Background: an optimization exercise with open tools, aiming at small area. Do not read the settings as production practice. At most, simulation tests tie the RTL to the original design; equivalence was not proved. Power is estimated from default activity; no workload was simulated.

## juletre
module juletre (
    input  wire        clk,
    input  wire        rst,
    input  wire [23:0] cfg_chan_map,
    input  wire        cfg_polarity,
    input  wire [7:0]  cfg_reset_delay_us,
    input  wire        rx_valid,
    input  wire [7:0]  rx_data,
    input  wire        sig_take,
    input  wire [3:0]  pkt_rd_addr,
    output wire [7:0]  pkt_rd_data,
    output wire        pkt_rd_ok,
    output wire        new_data,
    output wire        evt_commit,
    output wire        evt_crc_fail,
    output wire        evt_rx_overrun,
    input  wire        pix_we,
    input  wire [4:0]  pix_addr,
    input  wire [7:0]  pix_wdata,
    input  wire        enc_start,
    input  wire [7:0]  enc_byte,
    output wire [31:0] enc_word,
    input  wire [5:0]  fb_rd_addr,
    output wire [31:0] fb_rd_data,
    output wire        fb_rd_ok,
    input  wire        tx_start,
    output wire        tx_out,
    output wire        tx_busy,
    output wire        enc_ready,
    output wire        enc_busy,
    output wire [1:0]  enc_status
);
Settings: LEC_CHECK=0, CAP_MARGIN=20, CORE_MARGIN=2, CORE_UTILIZATION=60, CTS_BUF_LIST=sky130_fd_sc_hd__clkbuf_4, PLACE_DENSITY=0.7, SLEW_MARGIN=20; clock period 12.0 ns.
run.sh (not shown) runs the stock make flow with config.mk's settings and CLKGATE_MAP_FILE= SYNTH_SCRIPT=/design/flow/synth_recipe.tcl, a recipe that flattens the netlist after the stock synthesis.
Next try:
==> flow/flow/run.sh (new file) <==
#!/bin/bash
# Own layout flow: the standard layout (standard.sh) with these changes:
# - synthesis is the standard flow's own script, but ABC maps the logic with an
#   area-recovering script (flow/synth.tcl, flow/abc_map.script);
# - the port buffers are the smallest buffer cell;
# - clock tree synthesis uses clkbuf_8 leaf buffers over larger sink
#   clusters and inserts no dummy loads.
# Each tool's output goes to the ORFS logs under orfs/logs; make's own
# output goes to flow_make.log.
set -euo pipefail
export OWN_WORK="$PWD"
export OWN_ABC_SCRIPT="$PWD/flow/abc_map.script"
export BUFFER_PORTS_ARGS="-buffer_cell sky130_fd_sc_hd__buf_1"
export CTS_ARGS="-sink_clustering_enable -repair_clock_nets -dont_use_dummy_load -sink_clustering_size 16 -sink_clustering_max_diameter 60 -buf_list sky130_fd_sc_hd__clkbuf_8"
bash standard.sh SYNTH_SCRIPT="$PWD/flow/synth.tcl" finish > flow_make.log 2>&1
==> flow/flow/abc_map.script (new file) <==
&get -n
&st
&dch -f
&nf -R 1000
&put
mfs2 -a
&get -n
&st
&dch -f
&nf -R 1000
&put
==> flow/flow/synth.tcl (new file) <==
# The standard flow's synthesis script (synth_recipe.tcl, sourced unchanged), with one
# change: Yosys's abc pass maps the logic with flow/abc_map.script, an
# area-recovering ABC script, instead of ORFS's speed script.
proc abc {args} {
  set i [lsearch -exact $args -script]
  if { $i >= 0 } {
    lset args [expr {$i + 1}] $::env(OWN_ABC_SCRIPT)
  }
  yosys abc {*}$args
}
source $::env(OWN_WORK)/synth_recipe.tcl
==> flow/standard.sh (new file) <==
#!/bin/bash
# synth_recipe.tcl (not shown) runs the flow's synth.tcl, then flattens the netlist and writes it again
# the make line also repeats each setting of config.mk as NAME=value (left out here)
make -C /OpenROAD-flow-scripts/flow DESIGN_CONFIG=/design/flow/config.mk WORK_HOME=/design/flow/orfs CLKGATE_MAP_FILE= SYNTH_SCRIPT=/design/flow/synth_recipe.tcl "${@:-finish}"
CORE_UTILIZATION = 70   (was 60)
CTS_BUF_LIST = unset   (was sky130_fd_sc_hd__clkbuf_4)
PLACE_DENSITY = 0.8   (was 0.7)
removed: flow/run.sh
What happened: Total power fell by roughly a tenth; setup slack improved by 1.4 ns; hold slack improves by 0.018 ns; combinational power drops by a few percent.
Next try:
--- a/flow/flow/run.sh
+++ b/flow/flow/run.sh
@@ -4,3 +4,4 @@
 #   area-recovering script (flow/synth.tcl, flow/abc_map.script);
-# - the port buffers are the smallest buffer cell;
+# - synthesis inserts no buffers on pass-through wires, so each port gets
+#   only its own port buffer, the smallest buffer cell;
 # - clock tree synthesis uses clkbuf_8 leaf buffers over larger sink
@@ -12,2 +13,3 @@
 export OWN_ABC_SCRIPT="$PWD/flow/abc_map.script"
+export SYNTH_INSBUF=0
 export BUFFER_PORTS_ARGS="-buffer_cell sky130_fd_sc_hd__buf_1"
Result: The new run completed without violations; die area is lower slightly; sequential share of layout area hardly moves; cell count is lower slightly; utilization is higher by 0.27 points; power barely changes; cell area barely changes.
No run of this note included a check of the RTL's function; only the layout flow was run.

========
juletre, a different RTL version from the one above (not shown whole).
Size: about 2,500 cells after synthesis, roughly 880 flip-flops, ~160 I/O pins.
Settings: LEC_CHECK=0, CAP_MARGIN=20, CORE_MARGIN=2, CORE_UTILIZATION=70, PLACE_DENSITY=0.8, SLEW_MARGIN=20; clock period 12.0 ns.
standard.sh (not shown) runs the stock make flow with config.mk's settings and CLKGATE_MAP_FILE= SYNTH_SCRIPT=/design/flow/synth_recipe.tcl, a recipe that flattens the netlist after the stock synthesis.
==> flow/flow/run.sh <==
#!/bin/bash
# Own layout flow: the standard layout (standard.sh), with two changes:
# the port buffers are the smallest buffer cell, and clock tree synthesis
# inserts no dummy loads. Each tool's output goes to the ORFS logs under
# orfs/logs; make's own output goes to flow_make.log.
set -euo pipefail
export BUFFER_PORTS_ARGS="-buffer_cell sky130_fd_sc_hd__buf_1"
export CTS_ARGS="-sink_clustering_enable -repair_clock_nets -dont_use_dummy_load -sink_clustering_size 16 -sink_clustering_max_diameter 60 -buf_list sky130_fd_sc_hd__clkbuf_8"
bash standard.sh > flow_make.log 2>&1
The baseline finished clean.
Then changed:
--- a/flow/flow/run.sh
+++ b/flow/flow/run.sh
@@ -7,3 +7,3 @@
 export BUFFER_PORTS_ARGS="-buffer_cell sky130_fd_sc_hd__buf_1"
-export CTS_ARGS="-sink_clustering_enable -repair_clock_nets -dont_use_dummy_load -sink_clustering_size 16 -sink_clustering_max_diameter 60 -buf_list sky130_fd_sc_hd__clkbuf_8"
+export CTS_ARGS="-sink_clustering_enable -repair_clock_nets -dont_use_dummy_load -sink_clustering_size 9 -sink_clustering_max_diameter 40 -buf_list sky130_fd_sc_hd__clkbuf_4"
 bash standard.sh > flow_make.log 2>&1
Wire length grows slightly; clock power grows by a few percent; synthesized cell count does not change; worst setup slack degrades by 0.23 ns; utilization grows by 0.15 points; final area stays flat.
Then changed:
==> flow/run.sh (new file) <==
#!/bin/bash
# synth_recipe.tcl (not shown) runs the flow's synth.tcl, then flattens the netlist and writes it again
# the make line also repeats each setting of config.mk as NAME=value (left out here)
make -C /OpenROAD-flow-scripts/flow DESIGN_CONFIG=/design/flow/config.mk WORK_HOME=/design/flow/orfs CLKGATE_MAP_FILE= SYNTH_SCRIPT=/design/flow/synth_recipe.tcl finish
--- a/flow/config.mk
+++ b/flow/config.mk
@@ -10,2 +10,4 @@
 export CORE_UTILIZATION = 70
+export CTS_BUF_LIST = sky130_fd_sc_hd__clkbuf_4
+export CTS_CLUSTER_SIZE = 20
 export PLACE_DENSITY = 0.8
removed: flow/flow/run.sh
removed: flow/standard.sh
Routed wire length goes up by a few percent. Hold slack improved by 0.029 ns. Final area goes up by a few percent.
Then changed:
==> flow/flow/run.sh (new file) <==
#!/bin/bash
# Own layout flow: the standard layout (standard.sh) with these changes:
# - synthesis is the standard flow's own script, but ABC maps the logic with an
#   area-recovering script (flow/synth.tcl, flow/abc_map.script);
# - the port buffers are the smallest buffer cell;
# - clock tree synthesis uses clkbuf_8 leaf buffers over larger sink
#   clusters and inserts no dummy loads.
# Each tool's output goes to the ORFS logs under orfs/logs; make's own
# output goes to flow_make.log.
set -euo pipefail
export OWN_WORK="$PWD"
export OWN_ABC_SCRIPT="$PWD/flow/abc_map.script"
export BUFFER_PORTS_ARGS="-buffer_cell sky130_fd_sc_hd__buf_1"
export CTS_ARGS="-sink_clustering_enable -repair_clock_nets -dont_use_dummy_load -sink_clustering_size 16 -sink_clustering_max_diameter 60 -buf_list sky130_fd_sc_hd__clkbuf_8"
bash standard.sh SYNTH_SCRIPT="$PWD/flow/synth.tcl" finish > flow_make.log 2>&1
==> flow/flow/abc_map.script (new file) <==
&get -n
&st
&dch -f
&nf -R 1000
&put
mfs2 -a
&get -n
&st
&dch -f
&nf -R 1000
&put
==> flow/flow/synth.tcl (new file) <==
# The standard flow's synthesis script (synth_recipe.tcl, sourced unchanged), with one
# change: Yosys's abc pass maps the logic with flow/abc_map.script, an
# area-recovering ABC script, instead of ORFS's speed script.
proc abc {args} {
  set i [lsearch -exact $args -script]
  if { $i >= 0 } {
    lset args [expr {$i + 1}] $::env(OWN_ABC_SCRIPT)
  }
  yosys abc {*}$args
}
source $::env(OWN_WORK)/synth_recipe.tcl
==> flow/standard.sh (new file) <==
#!/bin/bash
# synth_recipe.tcl (not shown) runs the flow's synth.tcl, then flattens the netlist and writes it again
# the make line also repeats each setting of config.mk as NAME=value (left out here)
make -C /OpenROAD-flow-scripts/flow DESIGN_CONFIG=/design/flow/config.mk WORK_HOME=/design/flow/orfs CLKGATE_MAP_FILE= SYNTH_SCRIPT=/design/flow/synth_recipe.tcl "${@:-finish}"
--- a/flow/config.mk
+++ b/flow/config.mk
@@ -10,4 +10,2 @@
 export CORE_UTILIZATION = 70
-export CTS_BUF_LIST = sky130_fd_sc_hd__clkbuf_4
-export CTS_CLUSTER_SIZE = 20
 export PLACE_DENSITY = 0.8
removed: flow/run.sh
The changed run passed the timing, design-rule and antenna checks.
Clock power decreases by well over a third.
Total power is lower by about a fifth.
Global-route usage goes down by 0.87 points.
Setup slack gains 0.79 ns.
Cell area goes down by a little under a tenth.
Routed wire length decreases by a few percent.

re-timing with driven ports:
Ports are ideal in the flow. The routed layouts listed here were re-timed in OpenROAD. Step 1 sets driving cells, clkbuf_16 on the clock port and buf_2 on the other inputs (assumed; they add their load-dependent delay and slew). Step 2 adds t to the input delays and takes it off the output delays; t is the mean of the earliest and latest rising clock arrival at the registers after step 1. Input paths then give back, and output paths get back, about the clock's delay inside the block. Three values: ideal, step 1, step 2; two values: the first two.
run	t, ns	slack for setup (ns)	slew at the worst register clock pin (ns)
the first run of note 1	1.076	2.618 / 2.554 / 3.630	0.08 / 0.08
the second run of note 1	0.719	3.975 / 3.917 / 4.636	0.11 / 0.11
the third run of note 1	0.730	3.965 / 3.908 / 4.638	0.11 / 0.11
the first run of note 2	0.726	2.397 / 2.336 / 3.061	0.11 / 0.11
the second run of note 2	1.011	2.165 / 2.104 / 3.115	0.11 / 0.11
the third run of note 2	1.069	1.994 / 1.933 / 3.002	0.08 / 0.08
the fourth run of note 2	0.714	2.780 / 2.725 / 3.438	0.10 / 0.10
After both steps setup and hold are still met in every run listed.
